This is an optimization exercise on Yosys and OpenROAD, whose aim is small area and a short achievable clock period, not a production implementation. The RTL was checked by simulation tests, not by an equivalence proof against the original design. Power and IR drop assume default switching activity.

tundra:
## dfbridge
module dfbridge (
    input  wire        clk,
    input  wire        rst,           
    input  wire        cmd_valid,
    input  wire [15:0] cmd,
    output wire        cmd_ready,
    output reg         rsp_valid,
    output reg  [15:0] rsp,
    input  wire        evt_valid,
    input  wire [15:0] evt,
    output reg         miso_valid,
    output reg  [7:0]  miso,
    output reg         utx_valid,
    output reg  [7:0]  utx,
    output reg         busy
);
export LEC_CHECK = 0
export ABC_AREA = 1
export CAP_MARGIN = 20
export CORE_MARGIN = 2
export CORE_UTILIZATION = 45
export CTS_BUF_LIST = sky130_fd_sc_hd__clkbuf_8
export CTS_CLUSTER_DIAMETER = 60
export CTS_CLUSTER_SIZE = 16
export SLEW_MARGIN = 20
create_clock -name core_clock -period 10.0 [get_ports {clk}]
standard.sh (not shown) runs the stock make flow with config.mk's settings and CLKGATE_MAP_FILE= SYNTH_SCRIPT=/design/flow/synth_recipe.tcl, a recipe that flattens the netlist after the stock synthesis.
==> flow/flow/run.sh <==
#!/bin/bash
set -euo pipefail
bash standard.sh SETUP_SLACK_MARGIN=6.8 finish > flow_make.log 2>&1
The final layout from tundra, which completed every stage, passed the timing, design-rule and antenna checks at the end of the flow.
Relative to tundra, the following input files were edited for ember:
Settings: a deleted CTS_CLUSTER_DIAMETER that had been 60; a deleted CTS_CLUSTER_SIZE that had been 16; a deleted CTS_BUF_LIST that had been sky130_fd_sc_hd__clkbuf_8.
==> flow/flow/run.sh <==
#!/bin/bash
set -euo pipefail
bash standard.sh SETUP_SLACK_MARGIN=7.0 \
  "CTS_ARGS=-sink_clustering_enable -repair_clock_nets -sink_clustering_size 16 -sink_clustering_max_diameter 60 -buf_list sky130_fd_sc_hd__clkbuf_8 -dont_use_dummy_load" \
  finish > flow_make.log 2>&1
Notes after the runs:
The run showing the smaller combinational power is tundra.
The number of signal-net buffers in the layout number comes out higher for ember vs tundra.
Global-route usage over all layers is lower on tundra
Cmp ember vs tundra: data arrival time of the critical path higher in ember
Re number of register bits inferred by synthesis: no difference whatsoever between tundra and ember.
Compare tundra and ember | final area lower: tundra
Between tundra and ember, the sequential share of layout area is lower for ember.
[inputs] willow vs ember
Settings: setting PLACE_DENSITY to 0.8 for the first time.
-- flow/flow/run.sh --
<<< ember, line 3
bash standard.sh SETUP_SLACK_MARGIN=7.0 \
>>> willow, line 3
bash standard.sh SETUP_SLACK_MARGIN=6.7 \
Between willow and ember, it is willow whose number of antenna violations at the first check in global routing is higher, by 2.
Taking ember as the reference, in willow final antenna diode count now larger; part of the power in combinational logic now smaller; peak ir drop on the vdd network now larger; standby leakage power now smaller.
The lower area added between synthesis and finish of willow and ember is in willow.
Total power improves in willow relative to ember.
[compare] base=ember new=willow: clock power share went down 1.1 points; clock power -about 5%; hold slack up 0.0082 ns.
Measured against ember, the number of gates resized after cts of willow comes out at 0.65 times the reference value.
[inputs] zinc vs willow
Settings: PLACE_DENSITY removed (was 0.8).
Notes after the runs:
For zinc and willow, there was not a single run that failed to finish clean. zinc ended up with a higher final worst slack than willow did. In zinc relative to willow, wire length of the first global-routing pass had gone up by a few percent. From willow to zinc the numbers moved as follows: met2 track utilization from global routing saw an increase, overall die area saw little to no change, detailed-routed wire length on met2 saw an increase, number of non-clock buffers saw an increase. NOTE fmax willow->zinc increased by a few percent. Between zinc and willow, the difference in multi-input logic portion of the cell area is negligible. As far as utilization is concerned, willow and zinc perform about the same. Re worst supply voltage drop on vdd: zinc is about 20% down on willow. Run comparison: zinc timing endpoint of the critical path rsp[15]; willow timing endpoint of the critical path miso[4].
For pepper, these inputs were changed with respect to zinc:
-- flow/flow/run.sh --
<<< zinc, line 3
bash standard.sh SETUP_SLACK_MARGIN=6.7 \
>>> pepper, line 3
bash standard.sh SETUP_SLACK_MARGIN=6.8 \
Results
Across zinc and pepper, none had a timing, DRC or antenna violation. The final design instance area without fill reported for pepper is greater than that of zinc by 0.58%. Comparing zinc and pepper, the higher setup slack is on zinc. Between zinc and pepper, utilization after layout increased. Between zinc and pepper, largest incremental delay on the critical path is lower for pepper, zinc comes in above that. Compared with zinc, in pepper routed wire length shows a reduction of 1900 um, global-route usage over all layers shows a reduction of 0.21 points, post-route clock period utilization shows no meaningful change, fraction of power consumed by sequential logic shows a reduction of 0.2 points. A endpoint of the worst setup timing path of rsp[2] is what pepper shows, while rsp[15] belongs to zinc.
--- input diff pepper..delta ---
-- flow/flow/run.sh --
<<< pepper, line 3
bash standard.sh SETUP_SLACK_MARGIN=6.8 \
>>> delta, line 3
bash standard.sh SETUP_SLACK_MARGIN=6.9 \
## What came out
Of pepper and delta, the run reporting the lower smallest setup slack after layout was delta. Compared pepper against delta; power share of the combinational group within noise. Going from pepper to delta, met2 routing resource usage after global routing went up by 1.0 points, maximum clock path buffer count was more or less identical, clock network power share went up by 0.3 points. Share of the clock period used by the worst path: delta vs pepper up 0.27 points. Compared with pepper, in delta count of inverters other than clock inverters in the layout stayed essentially flat, sequential share of layout area fell by 1.5 points, buffer and inverter count on the worst path stayed essentially flat, core utilization rose by 1.3 points.

-- separate check: timing with driven ports --
Ports are ideal in the flow. The routed layouts listed here were re-timed in OpenROAD.
Step 1 (the two cells are an assumption about what drives the block):
set clk [get_ports {clk}]
set_driving_cell -lib_cell sky130_fd_sc_hd__clkbuf_16 $clk
set_driving_cell -lib_cell sky130_fd_sc_hd__buf_2 [delete_from_list [all_inputs] $clk]
Step 2 moves the port delays by t, midway between the first and last clock arrival at a register: inputs arrive t later, outputs are due t later. That takes back most of the time a late clock gives input paths.
a / b / c = ideal ports / drivers / drivers and shift; a / b = the first two.
run	t (ns)	setup slack, ns	slew at the worst register clock pin (ns)
tundra	0.871	6.679 / 6.612 / 5.909	0.11 / 0.11
ember	0.880	6.629 / 6.557 / 5.856	0.11 / 0.11
willow	0.838	6.586 / 6.586 / 5.964	0.11 / 0.11
zinc	0.843	6.694 / 6.625 / 5.944	0.11 / 0.11
pepper	0.850	6.687 / 6.620 / 6.028	0.11 / 0.11
delta	0.863	6.661 / 6.592 / 5.903	0.11 / 0.11
After both steps every run listed still meets setup and hold. The setup slack of ember, which loses most, moves by -0.072 ns with the drivers and by -0.773 ns with both steps.
